This design comes from an exercise in tuning for a short achievable clock period and few clock cycles on the open sky130 flow, not from production work.
In this exercise RTL edits were held to simulation tests only and were not proved equivalent to the original.
Power figures rest on the tool's default switching activity, not on a simulated workload.

Design cvb, start of the top module:
module cvb (
    input  wire        clk,
    input  wire        rst,           
    input  wire        host_wr,
    input  wire [2:0]  host_waddr,
    input  wire [15:0] host_wdata,
    input  wire [2:0]  host_raddr,
    output wire [15:0] host_rdata,
    output wire        busy,
    output wire [2:0]  outcome,
    output wire        mem_en,
    output wire        mem_we,
    output wire [15:0] mem_addr,
    output wire [7:0]  mem_wdata,
    input  wire [7:0]  mem_rdata,
    output wire        poll_en,
    output wire [1:0]  poll_sel,      
    input  wire        poll_ans,
    output wire        put_en,
    output wire [7:0]  put_data,
    output wire        get_en,
    input  wire [7:0]  get_data,
    output wire        chs_valid,
    output wire [7:0]  chs_data,
    input  wire        chs_ready,
    input  wire        chs_err,
    input  wire        chr_valid,
    input  wire [7:0]  chr_data,
    input  wire        chr_err,
    output wire        chr_ready
);
Size: ~3000 cells after synthesis, about 120 I/O pins, roughly 28000 sq um of cells after synthesis.
clock: 6.0 ns
lec_check: 0
cap_margin: 20
core_margin: 2
core_utilization: 50
place_density: 0.65
setup_slack_margin: 3.0
slew_margin: 20
synth_hierarchical: 1
synth_minimum_keep_size: 0
run.sh (not shown) runs the stock make flow with config.mk's settings and CLKGATE_MAP_FILE= SYNTH_SCRIPT=/design/flow/synth_recipe.tcl, a recipe that flattens the netlist after the stock synthesis.
The first run produced a clean layout.
Testbench counts at the start, summed over its fixed seeds: cycles 34,524.
Change:
- CORE_UTILIZATION: 50 -> 60
- PLACE_DENSITY: 0.65 -> 0.7
- SETUP_SLACK_MARGIN: 3.0 -> 2.8
- The changed run completed with no timing, DRC or antenna violations
- hold slack gains 0.0051 ns
- final area came out lower by 4.8%
- power came out lower by 1.2%
Change:
- CORE_UTILIZATION: 60 -> 65
- PLACE_DENSITY: 0.7 -> 0.72
- SETUP_SLACK_MARGIN: 2.8 -> 3.0
=> Power came out higher by 0.88%. Maximum frequency goes down by 0.95%. Synthesized cell count is unchanged.


willow:
Starting RTL as in the previous note.
==> flow/design.v (excerpt) <==
module cvb (
    input  wire        clk,
    input  wire        rst,           
    input  wire        host_wr,
    input  wire [2:0]  host_waddr,
    input  wire [15:0] host_wdata,
    input  wire [2:0]  host_raddr,
    output wire [15:0] host_rdata,
    output wire        busy,
    output wire [2:0]  outcome,
    output wire        mem_en,
    output wire        mem_we,
    output wire [15:0] mem_addr,
    output wire [7:0]  mem_wdata,
    input  wire [7:0]  mem_rdata,
    output wire        poll_en,
    output wire [1:0]  poll_sel,      
    input  wire        poll_ans,
    output wire        put_en,
    output wire [7:0]  put_data,
    output wire        get_en,
    input  wire [7:0]  get_data,
    output wire        chs_valid,
    output wire [7:0]  chs_data,
    input  wire        chs_ready,
    input  wire        chs_err,
    input  wire        chr_valid,
    input  wire [7:0]  chr_data,
    input  wire        chr_err,
    output wire        chr_ready
);
export LEC_CHECK = 0
export CAP_MARGIN = 20
export CORE_MARGIN = 2
export CORE_UTILIZATION = 60
export PLACE_DENSITY = 0.7
export SETUP_SLACK_MARGIN = 3.4
export SLEW_MARGIN = 20
export SYNTH_HIERARCHICAL = 1
export SYNTH_MINIMUM_KEEP_SIZE = 0
create_clock -name core_clock -period 6.0 [get_ports {clk}]
willow completed end to end with timing, DRC and antenna clean.
Testbench counts of willow, summed over its fixed seeds: cycles 34,524.
What indigo does differently from willow at the input level:
Settings: changing SETUP_SLACK_MARGIN from 3.4 to 3.0; changing CORE_UTILIZATION from 60 to 55.
Results
- indigo vs. willow: worst reg2reg path depth went down by 3.
- indigo vs willow: sequential share of layout area up
- willow vs indigo, critical path startpoint: host_waddr[1] vs host_raddr[0]
- Going from willow to indigo, sequential share of power increased by 2.6 points relative to the old numbers; design area decreased by 12% relative to the old numbers.
Edits applied to the flow inputs when going from indigo to raven:
Settings: swapping 55 for 60 in CORE_UTILIZATION.
==> comparison <==
- indigo was larger in final cell area than raven.
- [compare] base=indigo new=raven: power consumed by the clock network held; switching component of the power held.

what the ideal ports hide:
No port has a modelled driver above. Below, the same layouts with a new extraction and two added sets of constraints.
Step 1: set_driving_cell puts a clkbuf_16 on clk and a buf_2 on each other input, an assumption about the parent block.
Step 2 times the ports against the registers' clock, not the clock port: input delays grow and output delays shrink by t, the midpoint of the rising clock arrivals with the driver on.
Three values: ideal, step 1, step 2; two values: the first two.
run | t (ns) | slack for setup (ns) | cell pins on the clock port's net
the first run of note 1 | 0.682 | 2.751 / 2.364 / 2.339 | 1
the second run of note 1 | 0.672 | 2.760 / 2.445 / 2.105 | 1
the third run of note 1 | 0.676 | 2.729 / 2.438 / 2.307 | 1
willow | 0.689 | 2.496 / 2.238 / 2.173 | 1
indigo | 0.677 | 2.766 / 2.382 / 2.290 | 1
raven | 0.676 | 2.778 / 2.443 / 2.343 | 1
After both steps every run listed still meets setup and hold. The setup slack of the second run of note 1, which loses most, moves by -0.315 ns with the drivers and by -0.655 ns with both steps.
